Context: an optimization exercise on an open-source flow, tuned for small area, a short achievable clock period and few clock cycles. The choices shown serve that exercise and are no tape-out recipe.
Power figures rest on the tool's default switching activity, not on a simulated workload.

## dot_core
module dot_core (
    input  wire        clk,
    input  wire        rst,           
    input  wire        op_valid,
    output wire        op_ready,
    input  wire [4:0]  op,
    input  wire [7:0]  arg_x,         
    input  wire [7:0]  arg_y,         
    input  wire        arg_state,
    input  wire [7:0]  arg_width,
    input  wire [7:0]  arg_height,
    input  wire [7:0]  arg_rows,      
    input  wire [7:0]  arg_addr,
    input  wire [7:0]  arg_data,
    input  wire [15:0] arg_level,     
    input  wire [7:0]  arg_button,
    input  wire [15:0] arg_fps,
    output wire        done,
    output reg         refused,
    output wire [31:0] result,
    output wire [7:0]  spr_addr,
    input  wire [7:0]  spr_data,
    input  wire        in_left,
    input  wire        in_right,
    input  wire [31:0] now_ms,
    output reg         din,
    output reg         sclk,
    output reg         cs_n
);
clock: 30.0 ns
lec_check: 0
abc_area: 1
cap_margin: 20
core_margin: 2
core_utilization: 60
cts_buf_list: sky130_fd_sc_hd__clkbuf_16
cts_cluster_diameter: 80
cts_cluster_size: 30
place_density: 0.75
slew_margin: 60
standard.sh (not shown) runs the stock make flow with config.mk's settings and CLKGATE_MAP_FILE= SYNTH_SCRIPT=/design/flow/synth_recipe.tcl, a recipe that flattens the netlist after the stock synthesis.
==> flow/flow/run.sh <==
#!/bin/bash
# The standard layout, with a plain buffer cell on every input and output
# port in place of the delay cell that buffer_ports picks by default.
set -euo pipefail
export BUFFER_PORTS_ARGS="-buffer_cell sky130_fd_sc_hd__buf_1"
bash standard.sh > standard.log 2>&1
Edit:
--- a/flow/design.v
+++ b/flow/design.v
@@ -118,21 +118,20 @@
             end
             lt2[0] = lt1[1] | (eq1[1] & lt1[0]);  eq2[0] = eq1[1] & eq1[0];
             lt2[1] = lt1[3] | (eq1[3] & lt1[2]);  eq2[1] = eq1[3] & eq1[2];
             lt8 = lt2[1] | (eq2[1] & lt2[0]);
         end
     endfunction
     reg rdy, stall, done_r;
     reg rdy_n;
     wire fire_q_w;
-    wire fire_o;
-    assign op_ready = rdy | fire_o;
-    assign done     = done_r | fire_o;
+    assign op_ready = rdy | fire_q_w;
+    assign done     = done_r | fire_q_w;
     wire ready = !stall | fire_q_w;
     wire acc = op_valid & ready;
     reg [7:0]  fb [0:7];
     reg        curr_left, curr_right, last_left, last_right, chord_latch;
     reg [15:0] left_hold_g, right_hold_g;
     reg [15:0] last_sample_ts;
     reg [31:0] last_frame_ts;
     reg [31:0] frame_counter;
     reg [4:0]  op_q;
@@ -290,20 +289,18 @@
     always @(*)
         for (wi = 0; wi < 8; wi = wi + 1)
             col_mask[wi] = (a_q[7] || (wi >= a_q[2:0])) &&
                            !x_end[4] && (x_end[3:0] > wi);
     wire [7:0] spr_cols = rot4 & col_mask;
     reg        wf_div;        
     reg        wf_wait;       
     reg        wf_arm, win_a_q, win_b_q;
     wire       fire_q = wf_arm && !win_a_q && !win_b_q;
-    reg        wf_arm_o, win_a_o, win_b_o;
-    assign     fire_o = wf_arm_o && !win_a_o && !win_b_o;
     assign fire_q_w = fire_q;
     wire [10:0] div_r = res_lo[10:0];
     wire [9:0]  div_q = {height_q, btn_q};
     wire [3:0]  div_n = width_q;
     wire [15:0] fps_full = {b_q, a_q};
     wire [9:0]  fps_lo   = fps_full[9:0];
     wire        fps_zero = (fps_full == 16'd0);
     assign      fps_big  = (|fps_full[15:10]) ||
                            ((&fps_full[9:5]) && (fps_full[4] || (fps_full[3] && (|fps_full[2:0]))));
@@ -478,21 +475,18 @@
             res_lo[10:0] <= d_r;
             if (div_n == 4'd9) begin
                 wf_div  <= 1'b0;
                 wf_wait <= 1'b1;
             end
         end
         wf_arm  <= wf_wait && !fire_q;
         win_a_q <= win_a;
         win_b_q <= win_b;
-        wf_arm_o <= wf_wait && !fire_o;
-        win_a_o  <= wf_wait && win_a;
-        win_b_o  <= wf_wait && win_b;
         if (wf_wait && !fire_q) res_lo <= now_ms[31:16];
         if (fire_q) last_frame_ts <= {res_lo, b_q, a_q};
         frame_counter <= fc_inc;
         if (fire_q) wf_wait <= 1'b0;
         if (rst) begin
             rdy_n           = 1'b1;
             done_r         <= 1'b0;
             curr_left      <= 1'b0;
             curr_right     <= 1'b0;
@@ -504,18 +498,17 @@
             last_sample_ts <= 16'h0;
             last_frame_ts  <= 32'h0;
             frame_counter  <= 32'h0;
             spr_act        <= 1'b0;
             sy             <= 8'h0;
             tx_act         <= 1'b0;
             wf_div         <= 1'b0;
             wf_wait        <= 1'b0;
             wf_arm         <= 1'b0;
-            wf_arm_o       <= 1'b0;
             din            <= 1'b0;
             sclk           <= 1'b1;
             cs_n           <= 1'b1;
         end
         rdy   <= rdy_n;
         stall <= !rdy_n;
     end
 endmodule
Worst setup slack gets worse by 0.21 ns.
Worst hold slack got worse by 0.0040 ns.
Global-route usage went down by 1.9 points.
Routed wire length decreases by 4.9%.
Design area decreases by 0.75%.
Total power falls by 4.7%.
Core utilization is higher by 0.76 points.
Sequential power fell by about 1%.
Non-clock buffer count rises by 5.
Count of clock-buffer cells in the layout drops by 2.
Synthesized area falls by 0.63%.
Sequential share of layout area hardly moves.
No run of this note included a check of the RTL's function; only the layout flow was run.

==> separate check: timing with driven ports <==
How much do the figures lean on ideal ports? The routed layouts below were timed once more, with nothing changed but the port constraints.
Step 1 (the two cells are an assumption about what drives the block):
set clk [get_ports {clk}]
set_driving_cell -lib_cell sky130_fd_sc_hd__clkbuf_16 $clk
set_driving_cell -lib_cell sky130_fd_sc_hd__buf_2 [delete_from_list [all_inputs] $clk]
Step 2, shift: input delay + t, output delay - t, t = (earliest + latest rising clock arrival at the registers) / 2. This alone moves slack from input paths to output paths.
a / b / c = no drivers / after step 1 / after step 2; a / b = the first two.
| run | shift t [ns] | setup WS [ns] | pins driven straight from the clock port |
|---|---|---|---|
| the first run | 0.562 | 22.388 / 22.333 / 22.058 | 1 |
| the second run | 0.558 | 22.174 / 22.122 / 22.087 | 1 |
After both steps every run listed still meets setup and hold. For the first run, which loses most, drivers alone change the setup slack by -0.055 ns; drivers and shift together by -0.330 ns.
